This is an optimization exercise on Yosys and OpenROAD, whose aim is small area, a short achievable clock period and few clock cycles per item, not a production implementation.
The RTL was checked by simulation tests, not by an equivalence proof against the original design.

==> flow/design.v, too long to show whole: its modules and the start of the top module <==
// module zig_tables: 140 lines
// module fp64_mul: 67 lines
// module fp64_add: 78 lines
// module uniform_sampler_control_adapter: 27 lines
// module ziggurat_rejection_engine: 222 lines
// module ziggurat_sampler: 58 lines
module ziggurat_sampler (
    input  wire        clk,
    input  wire        rst,
    input  wire        cmd_valid,
    output wire        cmd_ready,
    input  wire [32:0] cmd_word,
    output wire        res_valid,
    input  wire        res_ready,
    output wire [63:0] res_data,
    output wire        busy,
    output wire        fault,
    output wire [1:0]  fault_code,
    output wire        us_next32_req,
    input  wire        us_next32_ack,
    input  wire [31:0] us_next32_data,
    output wire        us_unit_req,
    input  wire        us_unit_ack,
    input  wire [63:0] us_unit_data,
    output wire        us_seed_req,
    input  wire        us_seed_ack,
    output wire [31:0] us_seed_val,
    output wire        icdf_req_valid,
    input  wire        icdf_req_ready,
    output wire [63:0] icdf_req_arg,
    input  wire        icdf_rsp_valid,
    output wire        icdf_rsp_ready,
    input  wire [63:0] icdf_rsp_val,
    output wire        exp_req_valid,
    input  wire        exp_req_ready,
    output wire [63:0] exp_req_arg,
    input  wire        exp_rsp_valid,
    output wire        exp_rsp_ready,
    input  wire [63:0] exp_rsp_val
);
  // ...
==> flow/run.sh <==
#!/bin/bash
# synth_recipe.tcl (not shown) runs the flow's synth.tcl, then flattens the netlist and writes it again
# the make line also repeats each setting of config.mk as NAME=value (left out here)
make -C /OpenROAD-flow-scripts/flow DESIGN_CONFIG=/design/flow/config.mk WORK_HOME=/design/flow/orfs CLKGATE_MAP_FILE= SYNTH_SCRIPT=/design/flow/synth_recipe.tcl finish
==> flow/config.mk <==
export PLATFORM = sky130hd
export DESIGN_NAME = ziggurat_sampler
export DESIGN_NICKNAME = ziggurat_sampler
export VERILOG_FILES = /design/flow/design.v
export SDC_FILE = /design/flow/constraint.sdc
export NUM_CORES = 4
export LEC_CHECK = 0
export CAP_MARGIN = 40
export CORE_MARGIN = 2
export CORE_UTILIZATION = 18
export PLACE_DENSITY = 0.28
export SLEW_MARGIN = 40
export SYNTH_MEMORY_MAX_BITS = 65536
==> flow/constraint.sdc <==
create_clock -name core_clock -period 32.0 [get_ports {clk}]
set_input_delay 6.4000 -clock core_clock [delete_from_list [all_inputs] [get_ports {clk}]]
set_output_delay 6.4000 -clock core_clock [all_outputs]
set_load 0.01 [all_outputs]
==> out/summary.txt, run 1 <==
Post-DP Area: 0.227 sq mm
First-pass GRT wire length: 2310 mm
Synth warn: 4
Design area: 0.230 sq mm
CP peak stage delay: 0.86 ns
Critical path depth in cells: 102
DRT antenna net count: 0
DIE AREA: 1.06 sq mm
Die Y: 1.03 mm
Final Hold Viols: 0
Synth Area in Simple Gates: 21.9%
Status: timing/DRC/antenna clean
Antenna diodes: 208
Top post-synthesis cells by area: fa_1 27%, nor2_1 8.3%, edfxtp_1 6.1%
DP Wirelength: 1440 mm
Grt met2 use: 46.1%
Rel. slew slack: 24.4%
Count leader, synth: nor2_1
EDFF count, synth: 384
Top_reg_cell synth: edfxtp_1
Post-detailed-routing wire length: 1780 mm
Critical path fanouts, max: 49
GRT Util Overall: 32.3%
Top-area cell type share of the netlist area: 27.5%
Sequential cell area share: 6.23%
Grt met1 use: 45.6%
Largest net degree at the start of global routing: 133
FFs w/ async S/R, synth: 0%
Hold_buf cts: 0
Hold EP: u_engine.res[54]$_DFFE_PP_
Worst Path Required: 32.43 ns
Worst reg-to-reg setup slack: 2.48 ns
Depth of the worst hold-timing path: 1
Startpoint type of the worst setup path: flip-flop
Final #Nets: 29800
Clock skew: 0.0711 ns
Total CTS buffers: 72
Area leader, netlist: fa_1
WL met2: 723 mm
Testbench counts, summed over its fixed seeds: cycles 68,726, items 15,992.
==> module uniform_sampler_control_adapter, before the edit <==
module uniform_sampler_control_adapter (
    input  wire        ureq_valid,
    output wire        ureq_ready,
    input  wire [1:0]  ureq_kind,       
    input  wire [31:0] ureq_seed,
    output wire        ursp_valid,
    output wire [63:0] ursp_data,
    output wire        us_next32_req,
    input  wire        us_next32_ack,
    input  wire [31:0] us_next32_data,
    output wire        us_unit_req,
    input  wire        us_unit_ack,
    input  wire [63:0] us_unit_data,
    output wire        us_seed_req,
    input  wire        us_seed_ack,
    output wire [31:0] us_seed_val
);
    assign us_next32_req = ureq_valid && (ureq_kind == 2'd0);
    assign us_unit_req   = ureq_valid && (ureq_kind == 2'd1);
    assign us_seed_req   = ureq_valid && (ureq_kind == 2'd2);
    assign us_seed_val   = ureq_seed;
    assign ureq_ready = (us_next32_req && us_next32_ack) ||
                        (us_unit_req   && us_unit_ack)   ||
                        (us_seed_req   && us_seed_ack);
    assign ursp_valid = (us_next32_req && us_next32_ack) || (us_unit_req && us_unit_ack);
    assign ursp_data  = us_unit_req ? us_unit_data : {32'd0, us_next32_data};
endmodule
==> module ziggurat_sampler, before the edit <==
module ziggurat_sampler (
    input  wire        clk,
    input  wire        rst,
    input  wire        cmd_valid,
    output wire        cmd_ready,
    input  wire [32:0] cmd_word,
    output wire        res_valid,
    input  wire        res_ready,
    output wire [63:0] res_data,
    output wire        busy,
    output wire        fault,
    output wire [1:0]  fault_code,
    output wire        us_next32_req,
    input  wire        us_next32_ack,
    input  wire [31:0] us_next32_data,
    output wire        us_unit_req,
    input  wire        us_unit_ack,
    input  wire [63:0] us_unit_data,
    output wire        us_seed_req,
    input  wire        us_seed_ack,
    output wire [31:0] us_seed_val,
    output wire        icdf_req_valid,
    input  wire        icdf_req_ready,
    output wire [63:0] icdf_req_arg,
    input  wire        icdf_rsp_valid,
    output wire        icdf_rsp_ready,
    input  wire [63:0] icdf_rsp_val,
    output wire        exp_req_valid,
    input  wire        exp_req_ready,
    output wire [63:0] exp_req_arg,
    input  wire        exp_rsp_valid,
    output wire        exp_rsp_ready,
    input  wire [63:0] exp_rsp_val
);
    wire        ureq_valid, ureq_ready, ursp_valid;
    wire [1:0]  ureq_kind;
    wire [31:0] ureq_seed;
    wire [63:0] ursp_data;
    ziggurat_rejection_engine u_engine (
        .clk(clk), .rst(rst),
        .cmd_valid(cmd_valid), .cmd_ready(cmd_ready), .cmd_word(cmd_word),
        .res_valid(res_valid), .res_ready(res_ready), .res_data(res_data),
        .busy(busy), .fault(fault), .fault_code(fault_code),
        .ureq_valid(ureq_valid), .ureq_ready(ureq_ready), .ureq_kind(ureq_kind), .ureq_seed(ureq_seed),
        .ursp_valid(ursp_valid), .ursp_data(ursp_data),
        .icdf_req_valid(icdf_req_valid), .icdf_req_ready(icdf_req_ready), .icdf_req_arg(icdf_req_arg),
        .icdf_rsp_valid(icdf_rsp_valid), .icdf_rsp_ready(icdf_rsp_ready), .icdf_rsp_val(icdf_rsp_val),
        .exp_req_valid(exp_req_valid), .exp_req_ready(exp_req_ready), .exp_req_arg(exp_req_arg),
        .exp_rsp_valid(exp_rsp_valid), .exp_rsp_ready(exp_rsp_ready), .exp_rsp_val(exp_rsp_val)
    );
    uniform_sampler_control_adapter u_adapter (
        .ureq_valid(ureq_valid), .ureq_ready(ureq_ready), .ureq_kind(ureq_kind), .ureq_seed(ureq_seed),
        .ursp_valid(ursp_valid), .ursp_data(ursp_data),
        .us_next32_req(us_next32_req), .us_next32_ack(us_next32_ack), .us_next32_data(us_next32_data),
        .us_unit_req(us_unit_req), .us_unit_ack(us_unit_ack), .us_unit_data(us_unit_data),
        .us_seed_req(us_seed_req), .us_seed_ack(us_seed_ack), .us_seed_val(us_seed_val)
    );
endmodule
==> run 2, diff against run 1 <==
==> flow/design.v (replaced) <==
module zig_tab_fast (
    input  wire [6:0]  idx,
    output reg  [51:0] wfrac,
    output reg  [1:0]  wexp,
    output reg  [23:0] k
);
    always @(*) begin
        case (idx)
            7'd0: begin wfrac = 52'hdb4668fe7e4a4; wexp = 2'd3; k = 24'hed5a44; end
            7'd1: begin wfrac = 52'h16db47e193e1a; wexp = 2'd0; k = 24'h000000; end
            7'd2: begin wfrac = 52'h73949184db9df; wexp = 2'd0; k = 24'hc01e36; end
            7'd3: begin wfrac = 52'hb4c8fece48e83; wexp = 2'd0; k = 24'hd9c88f; end
            7'd4: begin wfrac = 52'he8e576e43fbef; wexp = 2'd0; k = 24'he4b68d; end
            7'd5: begin wfrac = 52'h0a936da5e55ad; wexp = 2'd1; k = 24'heac00a; end
            7'd6: begin wfrac = 52'h1e0ce6b5969b3; wexp = 2'd1; k = 24'hee9243; end
            7'd7: begin wfrac = 52'h2f98d6bb4f41f; wexp = 2'd1; k = 24'hf1344b; end
            7'd8: begin wfrac = 52'h3fabee1911cd7; wexp = 2'd1; k = 24'hf3208b; end
            7'd9: begin wfrac = 52'h4e94c08c0bab7; wexp = 2'd1; k = 24'hf4979c; end
            7'd10: begin wfrac = 52'h5c8afdbf0217b; wexp = 2'd1; k = 24'hf5bec5; end
            7'd11: begin wfrac = 52'h69b7b213f3f69; wexp = 2'd1; k = 24'hf6ad05; end
            7'd12: begin wfrac = 52'h763a1600eec74; wexp = 2'd1; k = 24'hf77151; end
            7'd13: begin wfrac = 52'h822a858af0e7d; wexp = 2'd1; k = 24'hf815ce; end
            7'd14: begin wfrac = 52'h8d9c6a9d35e3d; wexp = 2'd1; k = 24'hf8a199; end
            7'd15: begin wfrac = 52'h989f85c753b2c; wexp = 2'd1; k = 24'hf919d8; end
            7'd16: begin wfrac = 52'ha340d1baf5b18; wexp = 2'd1; k = 24'hf98259; end
            7'd17: begin wfrac = 52'had8b2506a137c; wexp = 2'd1; k = 24'hf9ddfd; end
            7'd18: begin wfrac = 52'hb787a7c516f3b; wexp = 2'd1; k = 24'hfa2efc; end
            7'd19: begin wfrac = 52'hc13e2b014e85c; wexp = 2'd1; k = 24'hfa7711; end
            7'd20: begin wfrac = 52'hcab56ac6a38d3; wexp = 2'd1; k = 24'hfab79c; end
            7'd21: begin wfrac = 52'hd3f340dda611c; wexp = 2'd1; k = 24'hfaf1ba; end
            7'd22: begin wfrac = 52'hdcfccc51c59f0; wexp = 2'd1; k = 24'hfb2651; end
            7'd23: begin wfrac = 52'he5d6909f51b6a; wexp = 2'd1; k = 24'hfb561c; end
            7'd24: begin wfrac = 52'hee848e956826f; wexp = 2'd1; k = 24'hfb81ba; end
            7'd25: begin wfrac = 52'hf70a5866c8f46; wexp = 2'd1; k = 24'hfba9ad; end
            7'd26: begin wfrac = 52'hff6b21fffe31a; wexp = 2'd1; k = 24'hfbce63; end
            7'd27: begin wfrac = 52'h03d4e7391c5b7; wexp = 2'd2; k = 24'hfbf039; end
            7'd28: begin wfrac = 52'h07e47d87a40f6; wexp = 2'd2; k = 24'hfc0f81; end
            7'd29: begin wfrac = 52'h0be58456ff4ae; wexp = 2'd2; k = 24'hfc2c7d; end
            7'd30: begin wfrac = 52'h0fd911b97f236; wexp = 2'd2; k = 24'hfc476b; end
            7'd31: begin wfrac = 52'h13c024b2c7ec6; wexp = 2'd2; k = 24'hfc607b; end
            7'd32: begin wfrac = 52'h179ba80463fec; wexp = 2'd2; k = 24'hfc77dd; end
            7'd33: begin wfrac = 52'h1b6c7492c9735; wexp = 2'd2; k = 24'hfc8db6; end
            7'd34: begin wfrac = 52'h1f335374a10f8; wexp = 2'd2; k = 24'hfca22a; end
            7'd35: begin wfrac = 52'h22f0ffbaa1e55; wexp = 2'd2; k = 24'hfcb557; end
            7'd36: begin wfrac = 52'h26a627fb9d120; wexp = 2'd2; k = 24'hfcc757; end
            7'd37: begin wfrac = 52'h2a536fae30e33; wexp = 2'd2; k = 24'hfcd844; end
            7'd38: begin wfrac = 52'h2df97057e7efb; wexp = 2'd2; k = 24'hfce832; end
            7'd39: begin wfrac = 52'h3198ba982d911; wexp = 2'd2; k = 24'hfcf734; end
            7'd40: begin wfrac = 52'h3531d7146a43e; wexp = 2'd2; k = 24'hfd055b; end
            7'd41: begin wfrac = 52'h38c54749b9033; wexp = 2'd2; k = 24'hfd12b8; end
            7'd42: begin wfrac = 52'h3c538647ef792; wexp = 2'd2; k = 24'hfd1f58; end
            7'd43: begin wfrac = 52'h3fdd09591d2a4; wexp = 2'd2; k = 24'hfd2b47; end
            7'd44: begin wfrac = 52'h436240982ad9d; wexp = 2'd2; k = 24'hfd3692; end
            7'd45: begin wfrac = 52'h46e39778de063; wexp = 2'd2; k = 24'hfd4141; end
            7'd46: begin wfrac = 52'h4a617543306cc; wexp = 2'd2; k = 24'hfd4b60; end
            7'd47: begin wfrac = 52'h4ddc3d83a5b84; wexp = 2'd2; k = 24'hfd54f5; end
            7'd48: begin wfrac = 52'h515450720f455; wexp = 2'd2; k = 24'hfd5e09; end
            7'd49: begin wfrac = 52'h54ca0b4ffd349; wexp = 2'd2; k = 24'hfd66a4; end
            7'd50: begin wfrac = 52'h583dc8bff3219; wexp = 2'd2; k = 24'hfd6ecb; end
            7'd51: begin wfrac = 52'h5bafe11654817; wexp = 2'd2; k = 24'hfd7684; end
            7'd52: begin wfrac = 52'h5f20aaa4dfc1a; wexp = 2'd2; k = 24'hfd7dd5; end
            7'd53: begin wfrac = 52'h62907a0176ebf; wexp = 2'd2; k = 24'hfd84c4; end
            7'd54: begin wfrac = 52'h65ffa248e016d; wexp = 2'd2; k = 24'hfd8b53; end
            7'd55: begin wfrac = 52'h696e755e16b84; wexp = 2'd2; k = 24'hfd9188; end
            7'd56: begin wfrac = 52'h6cdd4426b88a5; wexp = 2'd2; k = 24'hfd9766; end
            7'd57: begin wfrac = 52'h704c5ec50cb81; wexp = 2'd2; k = 24'hfd9cf1; end
            7'd58: begin wfrac = 52'h73bc14d01a2c9; wexp = 2'd2; k = 24'hfda22c; end
            7'd59: begin wfrac = 52'h772cb58a39dd6; wexp = 2'd2; k = 24'hfda71a; end
            7'd60: begin wfrac = 52'h7a9e90168b8ee; wexp = 2'd2; k = 24'hfdabbe; end
            7'd61: begin wfrac = 52'h7e11f3adaeb92; wexp = 2'd2; k = 24'hfdb019; end
            7'd62: begin wfrac = 52'h81872fd21db73; wexp = 2'd2; k = 24'hfdb42e; end
            7'd63: begin wfrac = 52'h84fe9484873b9; wexp = 2'd2; k = 24'hfdb800; end
            7'd64: begin wfrac = 52'h88787278810a6; wexp = 2'd2; k = 24'hfdbb8f; end
            7'd65: begin wfrac = 52'h8bf51b49ef337; wexp = 2'd2; k = 24'hfdbedd; end
            7'd66: begin wfrac = 52'h8f74e1b37c6b8; wexp = 2'd2; k = 24'hfdc1ec; end
            7'd67: begin wfrac = 52'h92f819c682bf5; wexp = 2'd2; k = 24'hfdc4bd; end
            7'd68: begin wfrac = 52'h967f1924c7b06; wexp = 2'd2; k = 24'hfdc751; end
            7'd69: begin wfrac = 52'h9a0a373c73f21; wexp = 2'd2; k = 24'hfdc9a8; end
            7'd70: begin wfrac = 52'h9d99cd86b58b4; wexp = 2'd2; k = 24'hfdcbc4; end
            7'd71: begin wfrac = 52'ha12e37c983369; wexp = 2'd2; k = 24'hfdcda5; end
            7'd72: begin wfrac = 52'ha4c7d45d01a31; wexp = 2'd2; k = 24'hfdcf4c; end
            7'd73: begin wfrac = 52'ha867047516e4f; wexp = 2'd2; k = 24'hfdd0b8; end
            7'd74: begin wfrac = 52'hac0c2c6fc6382; wexp = 2'd2; k = 24'hfdd1e9; end
            7'd75: begin wfrac = 52'hafb7b428fe7a1; wexp = 2'd2; k = 24'hfdd2e0; end
            7'd76: begin wfrac = 52'hb36a075498d64; wexp = 2'd2; k = 24'hfdd39c; end
            7'd77: begin wfrac = 52'hb72395df5b73b; wexp = 2'd2; k = 24'hfdd41d; end
            7'd78: begin wfrac = 52'hbae4d457ee119; wexp = 2'd2; k = 24'hfdd462; end
            7'd79: begin wfrac = 52'hbeae3c60cd0e4; wexp = 2'd2; k = 24'hfdd46a; end
            7'd80: begin wfrac = 52'hc2804d2c6b16f; wexp = 2'd2; k = 24'hfdd435; end
            7'd81: begin wfrac = 52'hc65b8c04dbac2; wexp = 2'd2; k = 24'hfdd3c0; end
            7'd82: begin wfrac = 52'hca4084e091e34; wexp = 2'd2; k = 24'hfdd30c; end
            7'd83: begin wfrac = 52'hce2fcb05f8c34; wexp = 2'd2; k = 24'hfdd215; end
            7'd84: begin wfrac = 52'hd229f9bfeefdb; wexp = 2'd2; k = 24'hfdd0da; end
            7'd85: begin wfrac = 52'hd62fb52580b86; wexp = 2'd2; k = 24'hfdcf58; end
            7'd86: begin wfrac = 52'hda41aaf79a344; wexp = 2'd2; k = 24'hfdcd8e; end
            7'd87: begin wfrac = 52'hde609397e09b9; wexp = 2'd2; k = 24'hfdcb79; end
            7'd88: begin wfrac = 52'he28d331c6723c; wexp = 2'd2; k = 24'hfdc914; end
            7'd89: begin wfrac = 52'he6c85a849b015; wexp = 2'd2; k = 24'hfdc65d; end
            7'd90: begin wfrac = 52'heb12e91486bbc; wexp = 2'd2; k = 24'hfdc350; end
            7'd91: begin wfrac = 52'hef6dcddc7d392; wexp = 2'd2; k = 24'hfdbfe8; end
            7'd92: begin wfrac = 52'hf3da097460823; wexp = 2'd2; k = 24'hfdbc1f; end
            7'd93: begin wfrac = 52'hf858aff31cbf0; wexp = 2'd2; k = 24'hfdb7f1; end
            7'd94: begin wfrac = 52'hfceaeb2ca5f17; wexp = 2'd2; k = 24'hfdb357; end
            7'd95: begin wfrac = 52'h00c8fea1720d4; wexp = 2'd3; k = 24'hfdae49; end
            7'd96: begin wfrac = 52'h0327a1cc4cf5e; wexp = 2'd3; k = 24'hfda8bf; end
            7'd97: begin wfrac = 52'h05921d1c4d769; wexp = 2'd3; k = 24'hfda2b0; end
            7'd98: begin wfrac = 52'h08093fe3e40e1; wexp = 2'd3; k = 24'hfd9c12; end
            7'd99: begin wfrac = 52'h0a8ded0ec371a; wexp = 2'd3; k = 24'hfd94d9; end
            7'd100: begin wfrac = 52'h0d211dd28b00f; wexp = 2'd3; k = 24'hfd8cf7; end
            7'd101: begin wfrac = 52'h0fc3e4d95f278; wexp = 2'd3; k = 24'hfd845d; end
            7'd102: begin wfrac = 52'h12777201834f3; wexp = 2'd3; k = 24'hfd7afa; end
            7'd103: begin wfrac = 52'h153d16d45743d; wexp = 2'd3; k = 24'hfd70b8; end
            7'd104: begin wfrac = 52'h18164be0c1c39; wexp = 2'd3; k = 24'hfd6580; end
            7'd105: begin wfrac = 52'h1b04b731f6bcc; wexp = 2'd3; k = 24'hfd5938; end
            7'd106: begin wfrac = 52'h1e0a342cf08f6; wexp = 2'd3; k = 24'hfd4bbe; end
            7'd107: begin wfrac = 52'h2128dd36bdf09; wexp = 2'd3; k = 24'hfd3ced; end
            7'd108: begin wfrac = 52'h246317a6b53c0; wexp = 2'd3; k = 24'hfd2c98; end
            7'd109: begin wfrac = 52'h27bba2b5dbc92; wexp = 2'd3; k = 24'hfd1a89; end
            7'd110: begin wfrac = 52'h2b35aa5ebee3e; wexp = 2'd3; k = 24'hfd0680; end
            7'd111: begin wfrac = 52'h2ed4df8099571; wexp = 2'd3; k = 24'hfcf02e; end
            7'd112: begin wfrac = 52'h329d9725e32f7; wexp = 2'd3; k = 24'hfcd732; end
            7'd113: begin wfrac = 52'h3694f3a3740d9; wexp = 2'd3; k = 24'hfcbb14; end
            7'd114: begin wfrac = 52'h3ac11b8e206d6; wexp = 2'd3; k = 24'hfc9b3b; end
            7'd115: begin wfrac = 52'h3f29848d3b416; wexp = 2'd3; k = 24'hfc76e6; end
            7'd116: begin wfrac = 52'h43d75b60bca1d; wexp = 2'd3; k = 24'hfc4d18; end
            7'd117: begin wfrac = 52'h48d61806d6010; wexp = 2'd3; k = 24'hfc1c7f; end
            7'd118: begin wfrac = 52'h4e3456b0e3a1b; wexp = 2'd3; k = 24'hfbe354; end
            7'd119: begin wfrac = 52'h54052012a04a4; wexp = 2'd3; k = 24'hfb9f18; end
            7'd120: begin wfrac = 52'h5a61edf7e8f32; wexp = 2'd3; k = 24'hfb4c34; end
            7'd121: begin wfrac = 52'h616dff7c8f54a; wexp = 2'd3; k = 24'hfae541; end
            7'd122: begin wfrac = 52'h695c2be68edc9; wexp = 2'd3; k = 24'hfa61c1; end
            7'd123: begin wfrac = 52'h7279dd4ac3f9d; wexp = 2'd3; k = 24'hf9b369; end
            7'd124: begin wfrac = 52'h7d45eb36eb842; wexp = 2'd3; k = 24'hf8c01e; end
            7'd125: begin wfrac = 52'h8aa73e440ffbc; wexp = 2'd3; k = 24'hf75217; end
            7'd126: begin wfrac = 52'h9c8e0c7c8098f; wexp = 2'd3; k = 24'hf4e442; end
            7'd127: begin wfrac = 52'hb8a7c476d2be8; wexp = 2'd3; k = 24'hefacc9; end
            default: begin wfrac = 52'h0; wexp = 2'd0; k = 24'h0; end
        endcase
    end
endmodule
module zig_tab_slow (
    input  wire [6:0]  idx,
    output reg  [51:0] ffrac,
    output reg  [3:0]  fexp,
    output reg  [51:0] dfrac,
    output reg  [2:0]  dexp
);
    always @(*) begin
        case (idx)
            7'd0: begin ffrac = 52'h0000000000000; fexp = 4'd15; dfrac = 52'h2a30f9f2ac450; dexp = 3'd4; end
            7'd1: begin ffrac = 52'hed5cf060d53bb; fexp = 4'd14; dfrac = 52'h2a30f9f2ac450; dexp = 3'd4; end
            7'd2: begin ffrac = 52'hdf6071934c096; fexp = 4'd14; dfrac = 52'hbf8fd9b1264a0; dexp = 3'd3; end
            7'd3: begin ffrac = 52'hd37a74ffb7e3f; fexp = 4'd14; dfrac = 52'h7cbf927284ae0; dexp = 3'd3; end
            7'd4: begin ffrac = 52'hc8d923f9e066e; fexp = 4'd14; dfrac = 52'h542a20baefa20; dexp = 3'd3; end
            7'd5: begin ffrac = 52'hbf19b6810e602; fexp = 4'd14; dfrac = 52'h37edaf1a40d80; dexp = 3'd3; end
            7'd6: begin ffrac = 52'hb6042cf903cb5; fexp = 4'd14; dfrac = 52'h22b13101529a0; dexp = 3'd3; end
            7'd7: begin ffrac = 52'had750b7255a18; fexp = 4'd14; dfrac = 52'h11e430d5c53a0; dexp = 3'd3; end
            7'd8: begin ffrac = 52'ha55418110d29f; fexp = 4'd14; dfrac = 52'h041e6c290ef20; dexp = 3'd3; end
            7'd9: begin ffrac = 52'h9d8fdfaec7bea; fexp = 4'd14; dfrac = 52'hf10e18915ad40; dexp = 3'd2; end
            7'd10: begin ffrac = 52'h961b4c1afe57a; fexp = 4'd14; dfrac = 52'hdd24e4f259c00; dexp = 3'd2; end
            7'd11: begin ffrac = 52'h8eec3c5bbfb34; fexp = 4'd14; dfrac = 52'hcbc3efcfa9180; dexp = 3'd2; end
            7'd12: begin ffrac = 52'h87faa61a739e6; fexp = 4'd14; dfrac = 52'hbc65905305380; dexp = 3'd2; end
            7'd13: begin ffrac = 52'h814005219cc6e; fexp = 4'd14; dfrac = 52'haea83e35b5e00; dexp = 3'd2; end
            7'd14: begin ffrac = 52'h7ab6f9c656c14; fexp = 4'd14; dfrac = 52'ha242d6d181680; dexp = 3'd2; end
            7'd15: begin ffrac = 52'h745b04d027f1c; fexp = 4'd14; dfrac = 52'h96fd3d8bb3e00; dexp = 3'd2; end
            7'd16: begin ffrac = 52'h6e2856a006c14; fexp = 4'd14; dfrac = 52'h8cab8c084c200; dexp = 3'd2; end
            7'd17: begin ffrac = 52'h681bab4ebdc18; fexp = 4'd14; dfrac = 52'h832ad4523ff00; dexp = 3'd2; end
            7'd18: begin ffrac = 52'h62322fc593a59; fexp = 4'd14; dfrac = 52'h7a5ee24a86fc0; dexp = 3'd2; end
            7'd19: begin ffrac = 52'h5c696d348e881; fexp = 4'd14; dfrac = 52'h7230a44147600; dexp = 3'd2; end
            7'd20: begin ffrac = 52'h56bf39249a236; fexp = 4'd14; dfrac = 52'h6a8d03fd192c0; dexp = 3'd2; end
            7'd21: begin ffrac = 52'h5131a8efe6179; fexp = 4'd14; dfrac = 52'h63640d2d02f40; dexp = 3'd2; end
            7'd22: begin ffrac = 52'h4bbf07c6c217d; fexp = 4'd14; dfrac = 52'h5ca84a48fff00; dexp = 3'd2; end
            7'd23: begin ffrac = 52'h4665cea500fb2; fexp = 4'd14; dfrac = 52'h564e4870472c0; dexp = 3'd2; end
            7'd24: begin ffrac = 52'h41249dc646445; fexp = 4'd14; dfrac = 52'h504c37aeadb40; dexp = 3'd2; end
            7'd25: begin ffrac = 52'h3bfa374538788; fexp = 4'd14; dfrac = 52'h4a99a04372f40; dexp = 3'd2; end
            7'd26: begin ffrac = 52'h36e57aa698262; fexp = 4'd14; dfrac = 52'h452f27a814980; dexp = 3'd2; end
            7'd27: begin ffrac = 52'h31e5612065cfc; fexp = 4'd14; dfrac = 52'h4006618c95980; dexp = 3'd2; end
            7'd28: begin ffrac = 52'h2cf8fa78591b5; fexp = 4'd14; dfrac = 52'h3b19aa032d1c0; dexp = 3'd2; end
            7'd29: begin ffrac = 52'h281f6a5d2446a; fexp = 4'd14; dfrac = 52'h366406cd352c0; dexp = 3'd2; end
            7'd30: begin ffrac = 52'h2357e62428f89; fexp = 4'd14; dfrac = 52'h31e10e3ed3840; dexp = 3'd2; end
            7'd31: begin ffrac = 52'h1ea1b2d9efcb5; fexp = 4'd14; dfrac = 52'h2d8cd28e4b500; dexp = 3'd2; end
            7'd32: begin ffrac = 52'h19fc239747fab; fexp = 4'd14; dfrac = 52'h2963d0a9f4280; dexp = 3'd2; end
            7'd33: begin ffrac = 52'h1566980fb8bac; fexp = 4'd14; dfrac = 52'h2562e1e3cffc0; dexp = 3'd2; end
            7'd34: begin ffrac = 52'h10e07b5015e52; fexp = 4'd14; dfrac = 52'h21872fe8b5680; dexp = 3'd2; end
            7'd35: begin ffrac = 52'h0c6942a5bbca5; fexp = 4'd14; dfrac = 52'h1dce2a9686b40; dexp = 3'd2; end
            7'd36: begin ffrac = 52'h08006ca84dde0; fexp = 4'd14; dfrac = 52'h1a357f5b7b140; dexp = 3'd2; end
            7'd37: begin ffrac = 52'h03a58060e667c; fexp = 4'd14; dfrac = 52'h16bb11d9dd900; dexp = 3'd2; end
            7'd38: begin ffrac = 52'hfeb0191503b06; fexp = 4'd13; dfrac = 52'h135cf59923e40; dexp = 3'd2; end
            7'd39: begin ffrac = 52'hf62f4dd04549d; fexp = 4'd13; dfrac = 52'h10196897ccd20; dexp = 3'd2; end
            7'd40: begin ffrac = 52'hedc7d75b77106; fexp = 4'd13; dfrac = 52'h0ceece99c72e0; dexp = 3'd2; end
            7'd41: begin ffrac = 52'he578f9f2c936c; fexp = 4'd13; dfrac = 52'h09dbad15bb340; dexp = 3'd2; end
            7'd42: begin ffrac = 52'hdd4204b58297e; fexp = 4'd13; dfrac = 52'h06dea7a8d3dc0; dexp = 3'd2; end
            7'd43: begin ffrac = 52'hd52250cd9b948; fexp = 4'd13; dfrac = 52'h03f67cfce06c0; dexp = 3'd2; end
            7'd44: begin ffrac = 52'hcd1940ad1b140; fexp = 4'd13; dfrac = 52'h0122041010100; dexp = 3'd2; end
            7'd45: begin ffrac = 52'hc5263f5e989c0; fexp = 4'd13; dfrac = 52'hfcc053a09e000; dexp = 3'd1; end
            7'd46: begin ffrac = 52'hbd48bfe6a41df; fexp = 4'd13; dfrac = 52'hf75fddfd1f840; dexp = 3'd1; end
            7'd47: begin ffrac = 52'hb5803cb422f1d; fexp = 4'd13; dfrac = 52'hf220cca04b080; dexp = 3'd1; end
            7'd48: begin ffrac = 52'hadcc371df4166; fexp = 4'd13; dfrac = 52'hed01658bb6dc0; dexp = 3'd1; end
            7'd49: begin ffrac = 52'ha62c36ec664da; fexp = 4'd13; dfrac = 52'he8000c6372300; dexp = 3'd1; end
            7'd50: begin ffrac = 52'h9e9fc9ed3ad0a; fexp = 4'd13; dfrac = 52'he31b3fcadf400; dexp = 3'd1; end
            7'd51: begin ffrac = 52'h97268391186b6; fexp = 4'd13; dfrac = 52'hde51970899500; dexp = 3'd1; end
            7'd52: begin ffrac = 52'h8fbffc917614c; fexp = 4'd13; dfrac = 52'hd9a1bfe895a80; dexp = 3'd1; end
            7'd53: begin ffrac = 52'h886bd29e22628; fexp = 4'd13; dfrac = 52'hd50a7cd4ec900; dexp = 3'd1; end
            7'd54: begin ffrac = 52'h8129a811a7651; fexp = 4'd13; dfrac = 52'hd08aa31ebf5c0; dexp = 3'd1; end
            7'd55: begin ffrac = 52'h79f923abe1175; fexp = 4'd13; dfrac = 52'hcc21197193700; dexp = 3'd1; end
            7'd56: begin ffrac = 52'h72d9f05230366; fexp = 4'd13; dfrac = 52'hc7ccd66c383c0; dexp = 3'd1; end
            7'd57: begin ffrac = 52'h6bcbbcd4c4723; fexp = 4'd13; dfrac = 52'hc38cdf5af10c0; dexp = 3'd1; end
            7'd58: begin ffrac = 52'h64ce3bb887d89; fexp = 4'd13; dfrac = 52'hbf60470f26680; dexp = 3'd1; end
            7'd59: begin ffrac = 52'h5de12305426e6; fexp = 4'd13; dfrac = 52'hbb462cd15a8c0; dexp = 3'd1; end
            7'd60: begin ffrac = 52'h57042c17986d6; fexp = 4'd13; dfrac = 52'hb73dbb6a80400; dexp = 3'd1; end
            7'd61: begin ffrac = 52'h503713768fb3f; fexp = 4'd13; dfrac = 52'hb34628422e5c0; dexp = 3'd1; end
            7'd62: begin ffrac = 52'h497998ac51ea1; fexp = 4'd13; dfrac = 52'haf5eb28f72780; dexp = 3'd1; end
            7'd63: begin ffrac = 52'h42cb7e21e8c52; fexp = 4'd13; dfrac = 52'hab86a29a493c0; dexp = 3'd1; end
            7'd64: begin ffrac = 52'h3c2c88fdb8dd0; fexp = 4'd13; dfrac = 52'ha7bd490bfa080; dexp = 3'd1; end
            7'd65: begin ffrac = 52'h359c810485cb7; fexp = 4'd13; dfrac = 52'ha401fe4cc4640; dexp = 3'd1; end
            7'd66: begin ffrac = 52'h2f1b307ccfe9a; fexp = 4'd13; dfrac = 52'ha05421ed78740; dexp = 3'd1; end
            7'd67: begin ffrac = 52'h28a864146107e; fexp = 4'd13; dfrac = 52'h9cb31a1bb8700; dexp = 3'd1; end
            7'd68: begin ffrac = 52'h2243eac7e2068; fexp = 4'd13; dfrac = 52'h991e531fc0580; dexp = 3'd1; end
            7'd69: begin ffrac = 52'h1bed95cc5751f; fexp = 4'd13; dfrac = 52'h95953ee2ad240; dexp = 3'd1; end
            7'd70: begin ffrac = 52'h15a5387a66034; fexp = 4'd13; dfrac = 52'h9217547c53ac0; dexp = 3'd1; end
            7'd71: begin ffrac = 52'h0f6aa83b46cf7; fexp = 4'd13; dfrac = 52'h8ea40fc7ccf40; dexp = 3'd1; end
            7'd72: begin ffrac = 52'h093dbc774f1a0; fexp = 4'd13; dfrac = 52'h8b3af0fded5c0; dexp = 3'd1; end
            7'd73: begin ffrac = 52'h031e4e85fb6a1; fexp = 4'd13; dfrac = 52'h87db7c54ebfc0; dexp = 3'd1; end
            7'd74: begin ffrac = 52'hfa18733ed2789; fexp = 4'd12; dfrac = 52'h848539a48b720; dexp = 3'd1; end
            7'd75: begin ffrac = 52'hee0eb59e61862; fexp = 4'd12; dfrac = 52'h8137b40e1e4e0; dexp = 3'd1; end
            7'd76: begin ffrac = 52'he21f21d12332e; fexp = 4'd12; dfrac = 52'h7df279a7ca680; dexp = 3'd1; end
            7'd77: begin ffrac = 52'hd64978f7cf9d6; fexp = 4'd12; dfrac = 52'h7ab51b2a72b00; dexp = 3'd1; end
            7'd78: begin ffrac = 52'hca8d7f9ac2021; fexp = 4'd12; dfrac = 52'h777f2ba1b36a0; dexp = 3'd1; end
            7'd79: begin ffrac = 52'hbeeafd99d710f; fexp = 4'd12; dfrac = 52'h7450401d5e240; dexp = 3'd1; end
            7'd80: begin ffrac = 52'hb361be1eb801c; fexp = 4'd12; dfrac = 52'h7127ef63e1e60; dexp = 3'd1; end
            7'd81: begin ffrac = 52'ha7f18f918fb5c; fexp = 4'd12; dfrac = 52'h6e05d1a509800; dexp = 3'd1; end
            7'd82: begin ffrac = 52'h9c9a43902c0f3; fexp = 4'd12; dfrac = 52'h6ae9802c74d20; dexp = 3'd1; end
            7'd83: begin ffrac = 52'h915baee792bf0; fexp = 4'd12; dfrac = 52'h67d295132a060; dexp = 3'd1; end
            7'd84: begin ffrac = 52'h8635a99016373; fexp = 4'd12; dfrac = 52'h64c0aaef90fa0; dexp = 3'd1; end
            7'd85: begin ffrac = 52'h7b280eabfd4b9; fexp = 4'd12; dfrac = 52'h61b35c831d740; dexp = 3'd1; end
            7'd86: begin ffrac = 52'h7032bc88d676a; fexp = 4'd12; dfrac = 52'h5eaa4464da9e0; dexp = 3'd1; end
            7'd87: begin ffrac = 52'h655594a396d54; fexp = 4'd12; dfrac = 52'h5ba4fca7f42c0; dexp = 3'd1; end
            7'd88: begin ffrac = 52'h5a907baface5f; fexp = 4'd12; dfrac = 52'h58a31e7d3dea0; dexp = 3'd1; end
            7'd89: begin ffrac = 52'h4fe359a138234; fexp = 4'd12; dfrac = 52'h55a441ce98560; dexp = 3'd1; end
            7'd90: begin ffrac = 52'h454e19baa0e72; fexp = 4'd12; dfrac = 52'h52a7fcd2e7840; dexp = 3'd1; end
            7'd91: begin ffrac = 52'h3ad0aa9dd7fa4; fexp = 4'd12; dfrac = 52'h4fade3991d9c0; dexp = 3'd1; end
            7'd92: begin ffrac = 52'h306afe6193144; fexp = 4'd12; dfrac = 52'h4cb587889cc00; dexp = 3'd1; end
            7'd93: begin ffrac = 52'h261d0aaaebe72; fexp = 4'd12; dfrac = 52'h49be76d4e5a40; dexp = 3'd1; end
            7'd94: begin ffrac = 52'h1be6c8cbda96f; fexp = 4'd12; dfrac = 52'h46c83be22a060; dexp = 3'd1; end
            7'd95: begin ffrac = 52'h11c835e71b728; fexp = 4'd12; dfrac = 52'h43d25c97e48e0; dexp = 3'd1; end
            7'd96: begin ffrac = 52'h07c1531a2b49b; fexp = 4'd12; dfrac = 52'h40dc599e051a0; dexp = 3'd1; end
            7'd97: begin ffrac = 52'hfba44b5c4de8b; fexp = 4'd11; dfrac = 52'h3de5ad808aab0; dexp = 3'd1; end
            7'd98: begin ffrac = 52'he7f56ea105fbc; fexp = 4'd11; dfrac = 52'h3aedcbb47ecf0; dexp = 3'd1; end
            7'd99: begin ffrac = 52'hd4762ca983a5a; fexp = 4'd11; dfrac = 52'h37f41f7825620; dexp = 3'd1; end
            7'd100: begin ffrac = 52'hc126ac011775f; fexp = 4'd11; dfrac = 52'h34f80a86c2fb0; dexp = 3'd1; end
            7'd101: begin ffrac = 52'hae071dc7af28f; fexp = 4'd11; dfrac = 52'h31f8e39684d00; dexp = 3'd1; end
            7'd102: begin ffrac = 52'h9b17be7e63eeb; fexp = 4'd11; dfrac = 52'h2ef5f494b3a40; dexp = 3'd1; end
            7'd103: begin ffrac = 52'h8858d6f54ff30; fexp = 4'd11; dfrac = 52'h2bee78913fbb0; dexp = 3'd1; end
            7'd104: begin ffrac = 52'h75cabd60e5dbb; fexp = 4'd11; dfrac = 52'h28e19946a1750; dexp = 3'd1; end
            7'd105: begin ffrac = 52'h636dd69e8c211; fexp = 4'd11; dfrac = 52'h25ce6c259baa0; dexp = 3'd1; end
            7'd106: begin ffrac = 52'h514297b239a5b; fexp = 4'd11; dfrac = 52'h22b3eec527b60; dexp = 3'd1; end
            7'd107: begin ffrac = 52'h3f4987896ad6a; fexp = 4'd11; dfrac = 52'h1f91028cecf10; dexp = 3'd1; end
            7'd108: begin ffrac = 52'h2d8341133a33b; fexp = 4'd11; dfrac = 52'h1c6467630a2f0; dexp = 3'd1; end
            7'd109: begin ffrac = 52'h1bf075c20a9fe; fexp = 4'd11; dfrac = 52'h192cb512f93d0; dexp = 3'd1; end
            7'd110: begin ffrac = 52'h0a91f09183c33; fexp = 4'd11; dfrac = 52'h15e853086dcb0; dexp = 3'd1; end
            7'd111: begin ffrac = 52'hf2d13368bd127; fexp = 4'd10; dfrac = 52'h12956dd2539f8; dexp = 3'd1; end
            7'd112: begin ffrac = 52'hd0eaf63395868; fexp = 4'd10; dfrac = 52'h0f31e9a93c5f8; dexp = 3'd1; end
            7'd113: begin ffrac = 52'haf738c17a5016; fexp = 4'd10; dfrac = 52'h0bbb50df84290; dexp = 3'd1; end
            7'd114: begin ffrac = 52'h8e6db483bc1bb; fexp = 4'd10; dfrac = 52'h082ebc9f472d8; dexp = 3'd1; end
            7'd115: begin ffrac = 52'h6ddc9dd1fe248; fexp = 4'd10; dfrac = 52'h0488b58defb98; dexp = 3'd1; end
            7'd116: begin ffrac = 52'h4dc3fcbd99702; fexp = 4'd10; dfrac = 52'h00c508a325a30; dexp = 3'd1; end
            7'd117: begin ffrac = 52'h2e282b724adac; fexp = 4'd10; dfrac = 52'hf9bd14b4e9560; dexp = 3'd0; end
            7'd118: begin ffrac = 52'h0f0e539c89b76; fexp = 4'd10; dfrac = 52'hf19d7d5c12360; dexp = 3'd0; end
            7'd119: begin ffrac = 52'he0f951d57e236; fexp = 4'd9; dfrac = 52'he91aab1caa5b0; dexp = 3'd0; end
            7'd120: begin ffrac = 52'ha4f57a25d9cbd; fexp = 4'd9; dfrac = 52'he01ebd7d22bc8; dexp = 3'd0; end
            7'd121: begin ffrac = 52'h6a23fa9d5f276; fexp = 4'd9; dfrac = 52'hd68bfc43d5238; dexp = 3'd0; end
            7'd122: begin ffrac = 52'h309cee4e09981; fexp = 4'd9; dfrac = 52'hcc38627aac7a8; dexp = 3'd0; end
            7'd123: begin ffrac = 52'hf100847645165; fexp = 4'd8; dfrac = 52'hc0e5609738674; dexp = 3'd0; end
            7'd124: begin ffrac = 52'h83f4bed19339a; fexp = 4'd8; dfrac = 52'hb42f1692c772c; dexp = 3'd0; end
            7'd125: begin ffrac = 52'h1a9b6b3fc1937; fexp = 4'd8; dfrac = 52'ha5654e474698c; dexp = 3'd0; end
            7'd126: begin ffrac = 52'h6ba8b0ffb627e; fexp = 4'd7; dfrac = 52'h931c4aff99fe0; dexp = 3'd0; end
            7'd127: begin ffrac = 52'h5de9e33726f20; fexp = 4'd6; dfrac = 52'h79677ec8455dc; dexp = 3'd0; end
            default: begin ffrac = 52'h0; fexp = 4'd0; dfrac = 52'h0; dexp = 3'd0; end
        endcase
    end
endmodule
module zig_mul (
    input  wire [26:0] a,
    input  wire [52:0] b,
    input  wire [52:0] c,
    output wire [79:0] s
);
    assign s = a * b + c;
endmodule
module zig_add (
    input  wire [63:0] v,
    input  wire [63:0] c,
    output wire [53:0] m,
    output wire        st,
    output wire [10:0] e,
    output wire        sg,
    output wire        spec,
    output wire [63:0] spec_val
);
    wire v_nan = (v[62:52] == 11'h7FF) && (v[51:0] != 0);
    wire v_inf = (v[62:52] == 11'h7FF) && (v[51:0] == 0);
    wire        swap = (v[62:0] > c[62:0]);
    wire [62:0] x = swap ? v[62:0] : c[62:0];
    wire [62:0] z = swap ? c[62:0] : v[62:0];
    wire        sx = swap & v[63];
    wire        eff_sub = v[63];
    wire [10:0] ex = x[62:52];                                  
    wire [10:0] ez = (z[62:52] == 0) ? 11'd1 : z[62:52];
    wire [52:0] mx = {1'b1, x[51:0]};
    wire [52:0] mz = {(z[62:52] != 0), z[51:0]};
    wire [10:0] d  = ex - ez;
    wire [56:0] za = {1'b0, mz, 3'b000};
    reg  [5:0]  tzz;
    integer k;
    always @(*) begin
        tzz = 6'd63;
        for (k = 52; k >= 0; k = k - 1)
            if (mz[k]) tzz = k[5:0] + 6'd3;
    end
    wire        zst = ({1'b0, d} > {6'd0, tzz});
    wire [56:0] zsh = (d > 11'd56) ? 57'd0 : (za >> d[5:0]);
    wire [56:0] zs  = {zsh[56:1], zsh[0] | zst};
    wire [56:0] xa  = {1'b0, mx, 3'b000};
    wire [56:0] sum = xa + (zs ^ {57{eff_sub}}) + {56'd0, eff_sub};
    reg [56:0] sn;
    reg [10:0] en;
    reg [5:0]  lz;
    always @(*) begin
        if (sum[56]) begin
            sn = {1'b0, sum[56:2], sum[1] | sum[0]};
            en = ex + 11'd1;
        end else begin
            sn = sum;
            lz = 6'd0;
            if (sn[55:24] == 0) begin sn = sn << 32; lz = lz + 6'd32; end
            if (sn[55:40] == 0) begin sn = sn << 16; lz = lz + 6'd16; end
            if (sn[55:48] == 0) begin sn = sn << 8;  lz = lz + 6'd8;  end
            if (sn[55:52] == 0) begin sn = sn << 4;  lz = lz + 6'd4;  end
            if (sn[55:54] == 0) begin sn = sn << 2;  lz = lz + 6'd2;  end
            if (sn[55]    == 0) begin sn = sn << 1;  lz = lz + 6'd1;  end
            en = ex - {5'd0, lz};
        end
    end
    assign m  = sn[55:2];
    assign st = sn[1] | sn[0];
    assign e  = en;
    assign sg = sx;
    wire zero = (sum == 57'd0);
    assign spec     = v_nan | v_inf | zero;
    assign spec_val = v_nan ? 64'h7FF8000000000000 : v_inf ? v : 64'd0;
endmodule
module uniform_sampler_control_adapter (
    input  wire        n32_req_in,
    input  wire        unit_req_in,
    input  wire        seed_req_in,
    input  wire [31:0] seed_val_in,
    output wire        us_next32_req,
    output wire        us_unit_req,
    output wire        us_seed_req,
    output wire [31:0] us_seed_val
);
    assign us_next32_req = n32_req_in;
    assign us_unit_req   = unit_req_in;
    assign us_seed_req   = seed_req_in;
    assign us_seed_val   = seed_val_in;
endmodule
module ziggurat_rejection_engine #(
    parameter [31:0] RESET_SEED = 32'h5EED0001
) (
    input  wire        clk,
    input  wire        rst,
    input  wire        cmd_valid,
    output wire        cmd_ready,
    input  wire [32:0] cmd_word,
    output wire        res_valid,
    input  wire        res_ready,
    output wire [63:0] res_data,
    output wire        busy,
    output wire        fault,
    output wire [1:0]  fault_code,
    output wire        n32_req,
    input  wire        n32_ack,
    input  wire [31:0] n32_data,
    output wire        unit_req,
    input  wire        unit_ack,
    input  wire [63:0] unit_data,
    output wire        seed_req,
    input  wire        seed_ack,
    output wire [31:0] seed_val,
    output wire        icdf_req_valid,
    input  wire        icdf_req_ready,
    output wire [63:0] icdf_req_arg,
    input  wire        icdf_rsp_valid,
    output wire        icdf_rsp_ready,
    input  wire [63:0] icdf_rsp_val,
    output wire        exp_req_valid,
    input  wire        exp_req_ready,
    output wire [63:0] exp_req_arg,
    input  wire        exp_rsp_valid,
    output wire        exp_rsp_ready,
    input  wire [63:0] exp_rsp_val
);
    localparam [51:0] P_FRAC = 52'h2E0BF9C1E1FB4;         
    localparam [10:0] P_EXP  = 11'h3F3;
    localparam [63:0] Q_CONST = 64'h3FEFFDA3E80C7C3C;      
    localparam [63:0] ONE     = 64'h3FF0000000000000;
    localparam [4:0] S_INIT = 5'd0,  S_IDLE = 5'd1,  S_SEED = 5'd2,  S_REQR = 5'd3,
                     S_RES  = 5'd4,
                     S_WU   = 5'd5,  S_WT   = 5'd6,  S_WE   = 5'd7,  S_WP   = 5'd8,
                     S_WY   = 5'd9,
                     S_TU   = 5'd10, S_T0   = 5'd11, S_T1   = 5'd12, S_TA   = 5'd13,
                     S_TR   = 5'd14, S_TW   = 5'd15, S_DN   = 5'd16, S_WX   = 5'd17,
                     S_TB   = 5'd18, S_RT   = 5'd19, S_WC   = 5'd20, S_WD   = 5'd21;
    reg [4:0]  st;
    reg [6:0]  ir;        
    reg        sr;        
    reg [23:0] jr;        
    reg [4:0]  lzr;       
    reg [51:0] wr;        
    reg [1:0]  wer;       
    reg        stk25, stk26;   
    reg        m_fast, m_x0, m_x1, m_d0, m_d1, m_p0, m_p1;
    reg [63:0] u;         
    reg [1:0]  uehi;      
    reg [2:0]  ucls;      
    reg [63:0] rt;        
    reg [53:0] acc;       
    reg        acc_st;
    reg [6:0]  cnt;
    wire st_idle = (st == S_IDLE);
    wire st_wd   = (st == S_WD);
    wire wd_acc;          
    wire st_res  = (st == S_RES) | (st == S_RT) | (st_wd & wd_acc);
    wire take_ok = st_idle | (st_res & res_ready);
    wire take    = take_ok & cmd_valid;
    assign cmd_ready  = take_ok;
    assign busy       = ~take_ok;
    assign res_valid  = st_res;
    assign fault      = 1'b0;
    assign fault_code = 2'd0;
    assign n32_req  = (st == S_REQR) | (st_wd & ~wd_acc) | (take & ~cmd_word[32]);
    assign unit_req = (st == S_WX) | (st == S_TU);
    assign seed_req = (st == S_INIT) | (st == S_SEED);
    assign seed_val = (st == S_INIT) ? RESET_SEED : rt[31:0];
    wire n32_fire   = n32_req & n32_ack;
    wire [23:0] j_in = n32_data[31:8];
    wire [6:0]  i_in = n32_data[7:1];
    wire        s_in = n32_data[0];
    wire [51:0] wfrac;
    wire [1:0]  wexp;
    wire [23:0] k_in;
    zig_tab_fast u_tf (.idx(i_in), .wfrac(wfrac), .wexp(wexp), .k(k_in));
    wire fast_ok = (i_in != 7'd0) && (j_in < k_in);
    reg [23:0] jn;
    reg [4:0]  lzj;
    always @(*) begin
        jn = j_in; lzj = 5'd0;
        if (jn[23:8]  == 0) begin jn = jn << 16; lzj[4] = 1'b1; end
        if (jn[23:16] == 0) begin jn = jn << 8;  lzj[3] = 1'b1; end
        if (jn[23:20] == 0) begin jn = jn << 4;  lzj[2] = 1'b1; end
        if (jn[23:22] == 0) begin jn = jn << 2;  lzj[1] = 1'b1; end
        if (jn[23]    == 0) begin jn = jn << 1;  lzj[0] = 1'b1; end
    end
    wire j_zero = ~jr[23];
    reg [4:0] tzj;
    reg [5:0] tzw;
    integer q;
    always @(*) begin
        tzj = 5'd24;
        for (q = 23; q >= 0; q = q - 1)
            if (jn[q]) tzj = q[4:0];
        tzw = 6'd52;
        for (q = 51; q >= 0; q = q - 1)
            if (wfrac[q]) tzw = q[5:0];
    end
    wire [6:0] tzp = {2'b00, tzj} + {1'b0, tzw} + 7'd3;
    wire [51:0] ffrac_in, dfrac_in;
    wire [3:0]  fexp_in;
    wire [2:0]  dexp_in;
    zig_tab_slow u_ts (.idx(i_in), .ffrac(ffrac_in), .fexp(fexp_in), .dfrac(dfrac_in), .dexp(dexp_in));
    reg  [51:0] ffrac, dfrac;
    reg  [3:0]  fexp;
    reg  [2:0]  dexp;
    wire [10:0] eu    = unit_data[62:52];
    wire        u_nan_in  = (eu == 11'h7FF) && (unit_data[51:0] != 0);
    wire        u_inf_in  = (eu == 11'h7FF) && (unit_data[51:0] == 0);
    wire        u_zero_in = (unit_data[62:0] == 0);
    reg  [52:0] un;
    reg  [5:0]  lzu;
    always @(*) begin
        un = {(eu != 0), unit_data[51:0]}; lzu = 6'd0;
        if (un[52:21] == 0) begin un = un << 32; lzu[5] = 1'b1; end
        if (un[52:37] == 0) begin un = un << 16; lzu[4] = 1'b1; end
        if (un[52:45] == 0) begin un = un << 8;  lzu[3] = 1'b1; end
        if (un[52:49] == 0) begin un = un << 4;  lzu[2] = 1'b1; end
        if (un[52:51] == 0) begin un = un << 2;  lzu[1] = 1'b1; end
        if (un[52]    == 0) begin un = un << 1;  lzu[0] = 1'b1; end
    end
    wire signed [12:0] eu_eff_in = $signed({2'b00, (eu == 0) ? 11'd1 : eu}) - $signed({7'd0, lzu});
    wire signed [12:0] eu_eff = $signed({uehi, u[62:52]});
    wire        u_nan  = ucls[2];
    wire        u_inf  = ucls[1];
    wire        u_zero = ucls[0];
    wire [52:0] um = {1'b1, u[51:0]};
    wire [52:0] xm = {1'b1, rt[51:0]};
    wire m_u0 = m_d0 | m_p0;
    wire m_u1 = m_d1 | m_p1;
    wire m_pass0 = m_x0 | m_u0;
    wire m_pass1 = m_x1 | m_u1;
    wire [26:0] ma = ({27{m_fast}} & {jr, 3'b000})
                   | ({27{m_u0}}   & {1'b0, um[25:0]})
                   | ({27{m_u1}}   & um[52:26])
                   | ({27{m_x0}}   & {1'b0, xm[25:0]})
                   | ({27{m_x1}}   & xm[52:26]);
    wire [52:0] mb = ({53{m_fast}}         & {1'b1, wr})
                   | ({53{m_d0 | m_d1}}    & {1'b1, dfrac})
                   | ({53{m_p0 | m_p1}}    & {1'b1, P_FRAC})
                   | ({53{m_x0 | m_x1}}    & xm);
    wire [52:0] mc = {53{m_pass1}} & acc[52:0];
    wire [79:0] ms;
    zig_mul u_mul (.a(ma), .b(mb), .c(mc), .s(ms));
    wire        mtop = ms[79];
    wire [53:0] nm   = mtop ? ms[79:26] : ms[78:25];
    wire        nst  = (|ms[24:0]) | (mtop & ms[25]) | (m_pass1 & acc_st);
    wire [10:0] e_fast = 11'd1020 + {9'd0, wer} - {6'd0, lzr} + {10'd0, mtop};
    wire [10:0] ex_x   = rt[62:52];
    wire signed [12:0] e_alpha = m_x1 ? $signed({2'b00, ex_x}) - 13'sd1 : eu_eff;
    wire signed [12:0] e_beta  = m_x1 ? $signed({2'b00, ex_x})
                               : m_d1 ? $signed({2'b00, 11'd1014 + {8'd0, dexp}})
                               :        $signed({2'b00, P_EXP});
    wire signed [12:0] e_slow  = e_alpha + e_beta - 13'sd1023 + $signed({12'd0, mtop});
    wire u_spec = u_nan | u_inf | u_zero;
    wire subn   = m_u1 & ~u_spec & (e_slow < 13'sd1);
    wire a_w = (st == S_WY);
    wire a_q = (st == S_TA);
    wire a_r = (st == S_TB);
    wire [63:0] av = {u[63] ^ a_r, u[62:0]};
    wire [63:0] ac = a_w ? {1'b0, 11'd1008 + {7'd0, fexp}, ffrac} : a_q ? Q_CONST : ONE;
    wire [53:0] am;
    wire        ast, asg, aspec;
    wire [10:0] ae;
    wire [63:0] aspec_val;
    zig_add u_add (.v(av), .c(ac), .m(am), .st(ast), .e(ae), .sg(asg), .spec(aspec), .spec_val(aspec_val));
    wire src_add = a_w | a_q | a_r;
    wire src_acc = (st == S_DN);
    wire        fst  = mtop ? stk26 : stk25;
    wire        finc = nm[0] & (fst | nm[1]);
    wire [62:0] fmag = {e_fast, nm[52:1]} + {62'd0, finc};
    wire [63:0] fval = (st == S_RT) ? rt : j_zero ? {sr, 63'd0} : {sr, fmag};
    assign res_data = fval;
    reg  [53:0] rm;
    reg         rs, rsg, spec;
    reg  [10:0] re;
    reg  [63:0] spec_val;
    always @(*) begin
        if (src_add) begin
            rm = am; rs = ast; re = ae; rsg = asg;
            spec = aspec; spec_val = aspec_val;
        end else if (src_acc) begin
            rm = acc; rs = acc_st; re = 11'd0; rsg = u[63];
            spec = 1'b0; spec_val = 64'd0;
        end else if (m_x1) begin
            rm = nm; rs = nst; re = e_slow[10:0]; rsg = 1'b1;
            spec = (rt[62:0] == 0); spec_val = 64'h8000000000000000;
        end else begin
            rm = nm; rs = nst; re = e_slow[10:0]; rsg = u[63];
            spec = u_spec;
            spec_val = u_nan ? 64'h7FF8000000000000 : {u[63], u_inf ? 11'h7FF : 11'h000, 52'd0};
        end
    end
    wire        rinc = rm[0] & (rs | rm[1]);
    wire [62:0] rmag = {re, rm[52:1]} + {62'd0, rinc};
    wire [63:0] rval = spec ? spec_val : {rsg, rmag};
    function automatic flt(input [63:0] a, input [63:0] b);
        reg a_nan, b_nan, both_zero;
        begin
            a_nan     = (a[62:52] == 11'h7FF) && (a[51:0] != 0);
            b_nan     = (b[62:52] == 11'h7FF) && (b[51:0] != 0);
            both_zero = (a[62:0] == 0) && (b[62:0] == 0);
            if (a_nan || b_nan || both_zero)
                flt = 1'b0;
            else if (a[63] != b[63])
                flt = a[63];
            else if (!a[63])
                flt = (a[62:0] < b[62:0]);
            else
                flt = (a[62:0] > b[62:0]);
        end
    endfunction
    assign exp_req_valid  = (st == S_WE);
    assign exp_req_arg    = rt;
    assign exp_rsp_ready  = a_w | (st == S_WC);
    assign wd_acc = flt(rt, u);
    assign icdf_req_valid = (st == S_TR);
    assign icdf_req_arg   = rt;
    assign icdf_rsp_ready = (st == S_TW);
    always @(posedge clk) begin
        if (take & cmd_word[32])
            rt[31:0] <= cmd_word[31:0];
        if (n32_fire) begin
            stk25 <= (tzp < 7'd25);
            stk26 <= (tzp < 7'd26);
            jr  <= jn;
            lzr <= lzj;
            wr  <= wfrac;
            wer <= wexp;
            ffrac <= ffrac_in;
            fexp  <= fexp_in;
            dfrac <= dfrac_in;
            dexp  <= dexp_in;
            ir  <= i_in;
            sr  <= s_in;
        end
        if (st == S_WX)
            rt <= fval;
        if ((st == S_TW) & icdf_rsp_valid)
            rt <= {icdf_rsp_val[63] ^ sr, icdf_rsp_val[62:0]};
        if (m_x1 | a_r | a_w)
            rt <= rval;
        if (unit_req & unit_ack) begin
            u    <= {unit_data[63], eu_eff_in[10:0], un[51:0]};
            uehi <= eu_eff_in[12:11];
            ucls <= {u_nan_in, u_inf_in, u_zero_in};
        end
        if ((m_u1 & ~subn) | a_q | (src_acc & (cnt == 7'd0)))
            u <= rval;
        if (a_w & exp_rsp_valid)
            u <= exp_rsp_val;
        if (m_pass0) begin
            acc    <= {1'b0, ms[78:26]};
            acc_st <= |ms[25:0];
        end
        if (subn) begin
            acc    <= nm;
            acc_st <= nst;
            cnt    <= 7'd1 - e_slow[6:0];
        end
        if (src_acc & (cnt != 7'd0)) begin
            acc    <= {1'b0, acc[53:1]};
            acc_st <= acc_st | acc[0];
            cnt    <= cnt - 7'd1;
        end
    end
    wire [4:0] st_after_x = fast_ok ? S_RES : (i_in == 7'd0) ? S_TU : S_WX;
    reg [4:0] nx;
    always @(*) begin
        nx = st;
        if (rst) begin
            nx = S_INIT;
        end else begin
            case (st)
                S_INIT: if (seed_ack) nx = S_IDLE;
                S_IDLE, S_RES, S_RT:
                    if (take) begin
                        if (cmd_word[32])  nx = S_SEED;
                        else if (n32_ack)  nx = st_after_x;
                        else               nx = S_REQR;
                    end else if (st_res & res_ready) begin
                        nx = S_IDLE;
                    end
                S_SEED: if (seed_ack) nx = S_IDLE;
                S_REQR: if (n32_ack) nx = st_after_x;
                S_WX: if (unit_ack) nx = S_WU;
                S_WU: nx = S_WT;
                S_WT: nx = S_WE;
                S_WE: if (exp_req_ready) nx = S_WP;
                S_WP: nx = subn ? S_DN : S_WY;
                S_WY: nx = exp_rsp_valid ? S_WD : S_WC;
                S_WD:
                    if (wd_acc) begin
                        if (take) begin
                            if (cmd_word[32])  nx = S_SEED;
                            else if (n32_ack)  nx = st_after_x;
                            else               nx = S_REQR;
                        end else if (res_ready) begin
                            nx = S_IDLE;
                        end else begin
                            nx = S_RES;
                        end
                    end else begin
                        nx = n32_ack ? st_after_x : S_REQR;
                    end
                S_WC: if (exp_rsp_valid) nx = flt(rt, exp_rsp_val) ? S_RES : S_REQR;
                S_TU: if (unit_ack) nx = S_T0;
                S_T0: nx = S_T1;
                S_T1: nx = subn ? S_DN : S_TA;
                S_TA: nx = S_TB;
                S_TB: nx = S_TR;
                S_TR: if (icdf_req_ready) nx = S_TW;
                S_TW: if (icdf_rsp_valid) nx = S_RT;
                S_DN: if (cnt == 7'd0) nx = (ir == 7'd0) ? S_TA : S_WY;
                default: nx = S_INIT;
            endcase
        end
    end
    always @(posedge clk) begin
        st     <= nx;
        m_x0   <= (nx == S_WU);
        m_x1   <= (nx == S_WT);
        m_d0   <= (nx == S_WE);
        m_d1   <= (nx == S_WP);
        m_p0   <= (nx == S_T0);
        m_p1   <= (nx == S_T1);
        m_fast <= ~((nx == S_WU) | (nx == S_WT) | (nx == S_WE) | (nx == S_WP) | (nx == S_T0) | (nx == S_T1));
    end
endmodule
module ziggurat_sampler (
    input  wire        clk,
    input  wire        rst,
    input  wire        cmd_valid,
    output wire        cmd_ready,
    input  wire [32:0] cmd_word,
    output wire        res_valid,
    input  wire        res_ready,
    output wire [63:0] res_data,
    output wire        busy,
    output wire        fault,
    output wire [1:0]  fault_code,
    output wire        us_next32_req,
    input  wire        us_next32_ack,
    input  wire [31:0] us_next32_data,
    output wire        us_unit_req,
    input  wire        us_unit_ack,
    input  wire [63:0] us_unit_data,
    output wire        us_seed_req,
    input  wire        us_seed_ack,
    output wire [31:0] us_seed_val,
    output wire        icdf_req_valid,
    input  wire        icdf_req_ready,
    output wire [63:0] icdf_req_arg,
    input  wire        icdf_rsp_valid,
    output wire        icdf_rsp_ready,
    input  wire [63:0] icdf_rsp_val,
    output wire        exp_req_valid,
    input  wire        exp_req_ready,
    output wire [63:0] exp_req_arg,
    input  wire        exp_rsp_valid,
    output wire        exp_rsp_ready,
    input  wire [63:0] exp_rsp_val
);
    wire        n32_req, unit_req, seed_req;
    wire [31:0] seed_val;
    ziggurat_rejection_engine u_engine (
        .clk(clk), .rst(rst),
        .cmd_valid(cmd_valid), .cmd_ready(cmd_ready), .cmd_word(cmd_word),
        .res_valid(res_valid), .res_ready(res_ready), .res_data(res_data),
        .busy(busy), .fault(fault), .fault_code(fault_code),
        .n32_req(n32_req), .n32_ack(us_next32_ack), .n32_data(us_next32_data),
        .unit_req(unit_req), .unit_ack(us_unit_ack), .unit_data(us_unit_data),
        .seed_req(seed_req), .seed_ack(us_seed_ack), .seed_val(seed_val),
        .icdf_req_valid(icdf_req_valid), .icdf_req_ready(icdf_req_ready), .icdf_req_arg(icdf_req_arg),
        .icdf_rsp_valid(icdf_rsp_valid), .icdf_rsp_ready(icdf_rsp_ready), .icdf_rsp_val(icdf_rsp_val),
        .exp_req_valid(exp_req_valid), .exp_req_ready(exp_req_ready), .exp_req_arg(exp_req_arg),
        .exp_rsp_valid(exp_rsp_valid), .exp_rsp_ready(exp_rsp_ready), .exp_rsp_val(exp_rsp_val)
    );
    uniform_sampler_control_adapter u_adapter (
        .n32_req_in(n32_req), .unit_req_in(unit_req), .seed_req_in(seed_req), .seed_val_in(seed_val),
        .us_next32_req(us_next32_req), .us_unit_req(us_unit_req),
        .us_seed_req(us_seed_req), .us_seed_val(us_seed_val)
    );
endmodule
==> flow/config.mk (replaced) <==
export PLATFORM = sky130hd
export DESIGN_NAME = ziggurat_sampler
export DESIGN_NICKNAME = ziggurat_sampler
export VERILOG_FILES = /design/flow/design.v
export SDC_FILE = /design/flow/constraint.sdc
export NUM_CORES = 4
export LEC_CHECK = 0
export ABC_AREA = 1
export CAP_MARGIN = 15
export CORE_MARGIN = 2
export CORE_UTILIZATION = 50
export PLACE_DENSITY = 0.62
export SLEW_MARGIN = 15
export SYNTH_MEMORY_MAX_BITS = 65536
==> out/summary.txt, run 2 <==
Status: stopped before the end (was timing/DRC/antenna clean)
Stop stage: global routing (5_1_grt)
Tool error: [ERROR GRT-0116] Global routing finished with congestion. Check the congestion regions in the DRC Viewer.
Total CTS buffers: 53 (was 72)
Top post-synthesis cells by area: fa_1 23%, nand2_1 14%, edfxtp_1 10% (was fa_1 27%, nor2_1 8.3%, edfxtp_1 6.1%)
Synth cell types: 83 (was 152)
Synth cell count leaders: 4262 x nand2_1, 3116 x inv_1, 1737 x nor2_1 (was 4202 x nor2_1, 2730 x inv_1, 2607 x fa_1)
Sequential area share after synthesis: 10.5% (was 7.54%)
# Post-CTS Setup Buffers: 0 (unchanged)
Total gr overflow: 4132
EDFF count, synth: 395 (was 384)
PostCTS Resize Cnt: 0 (unchanged)
Gp weighted congestion: 1.58 (was 1.05)
Starting Density: 50.2% (was 18.0%)
Clock Path Buffers: 3 (unchanged)
Htree depth: 2 (was 3)
Syn Area/Cell: 6.54 sq um (was 7.51 sq um)
DP Wirelength: 691 mm (was 1440 mm)
Post-Syn Instances: 17600 (was 25300)
First-pass GRT wire length: 1490 mm
Post-DP Area: 0.125 sq mm (was 0.227 sq mm)
Area leader, netlist: fa_1 (unchanged)
FFs w/ async S/R, synth: 0% (unchanged)
Row cnt: 176 (was 377)
Clock root buffer: clkbuf_16 (unchanged)
GRT Util Overall: 88.2%
Die Y: 484 microns (was 1.03 mm)
Top-area cell type share of the netlist area: 23.2% (was 27.5%)
Synth warn: 4 (unchanged)
Setup WS pre-CTS: 9.48 ns (was 3.13 ns)
Die Wd: 484 microns (was 1.03 mm)
Top_reg_cell synth: edfxtp_1 (unchanged)
Count leader, synth: nand2_1 (was nor2_1)
Hold_buf cts: 0 (unchanged)
CTS sink cnt: 408 (was 524)
Vias in the first global route: 159000
Dpl cells: 20700 (was 40000)
Port buffer count: 501 (unchanged)
Seq cells post-synth: 408 (was 524)
Largest net degree at the start of global routing: 114
Post-Syn Area: 0.115 sq mm (was 0.190 sq mm)
I/O pin cnt: 505 (unchanged)
## run 2: cell types whose count changed after synthesis, moves of 231 or more
cell,change
nand3_1,+284
fa_1,-1272
nand2_1,+2481
a21oi_1,-747
nor3_1,-459
mux2i_1,-273
ha_1,-231
nor2_1,-2465
inv_1,+386
a211oi_1,-303
nand2b_1,-350
clkbuf_1,-872
## run 2: routing by layer
metal,GRT overflow,GRT usage (%)
met2,2335,99.2
met3,256,79.8
met1,245,88.3
met4,1251,84.4
met5,45,57.8
## run 2: kinds of logic after synthesis
logic type / count (synthesis) / synth area share (%)
simple gates: 7531 / 26.9
buf+inv: 4165 / 14.0
compound gates: 3323 / 17.0
fa+ha+maj: 1949 / 29.9
flops: 408 / 10.5
xor+xnor: 221 / 1.69
mux: 5 / 0.0435
other cells: 1 / 0.00326
## run 2: how the worst max path moves through the flow
stage,startpoint,endpoint,slack (ns)
after floorplan,u_engine.m_p1$_DFF_P_,res_data[60],13.39
after global placement,u_engine.m_p0$_DFF_P_,res_data[62],9.72
after detailed placement,u_engine.m_p1$_DFF_P_,res_data[62],9.48
after CTS,u_engine.m_p1$_DFF_P_,res_data[60],8.68
Testbench counts of run 2, summed over its fixed seeds: cycles 19,769, items 15,992.

==> port drivers added, routing unchanged <==
In the flow no input, the clock included, has a driving cell. The finished layout below was timed again as built, in two steps.
Step 1 assumes that a clkbuf_16 drives the clock port and a buf_2 every other input.
Step 2 adds t to the input delays and takes it off the output delays; t is the mean of the earliest and latest rising clock arrival at the registers after step 1. Input paths then give back, and output paths get back, about the clock's delay inside the block.
Three values: ideal ports, drivers, drivers and shift; two values: the first two.
run: run 1
t, ns: 0.815
slack for setup (ns): 2.484 / 2.484 / 2.484
clock arrival spread, ns: 0.071 / 0.071
slew at the worst register clock pin (ns): 0.07 / 0.07
worst slew at a driven data input, ns: 0.15
After both steps run 1 still meets setup and hold. For run 1, drivers alone change the setup slack by 0.000 ns; drivers and shift together by 0.000 ns.
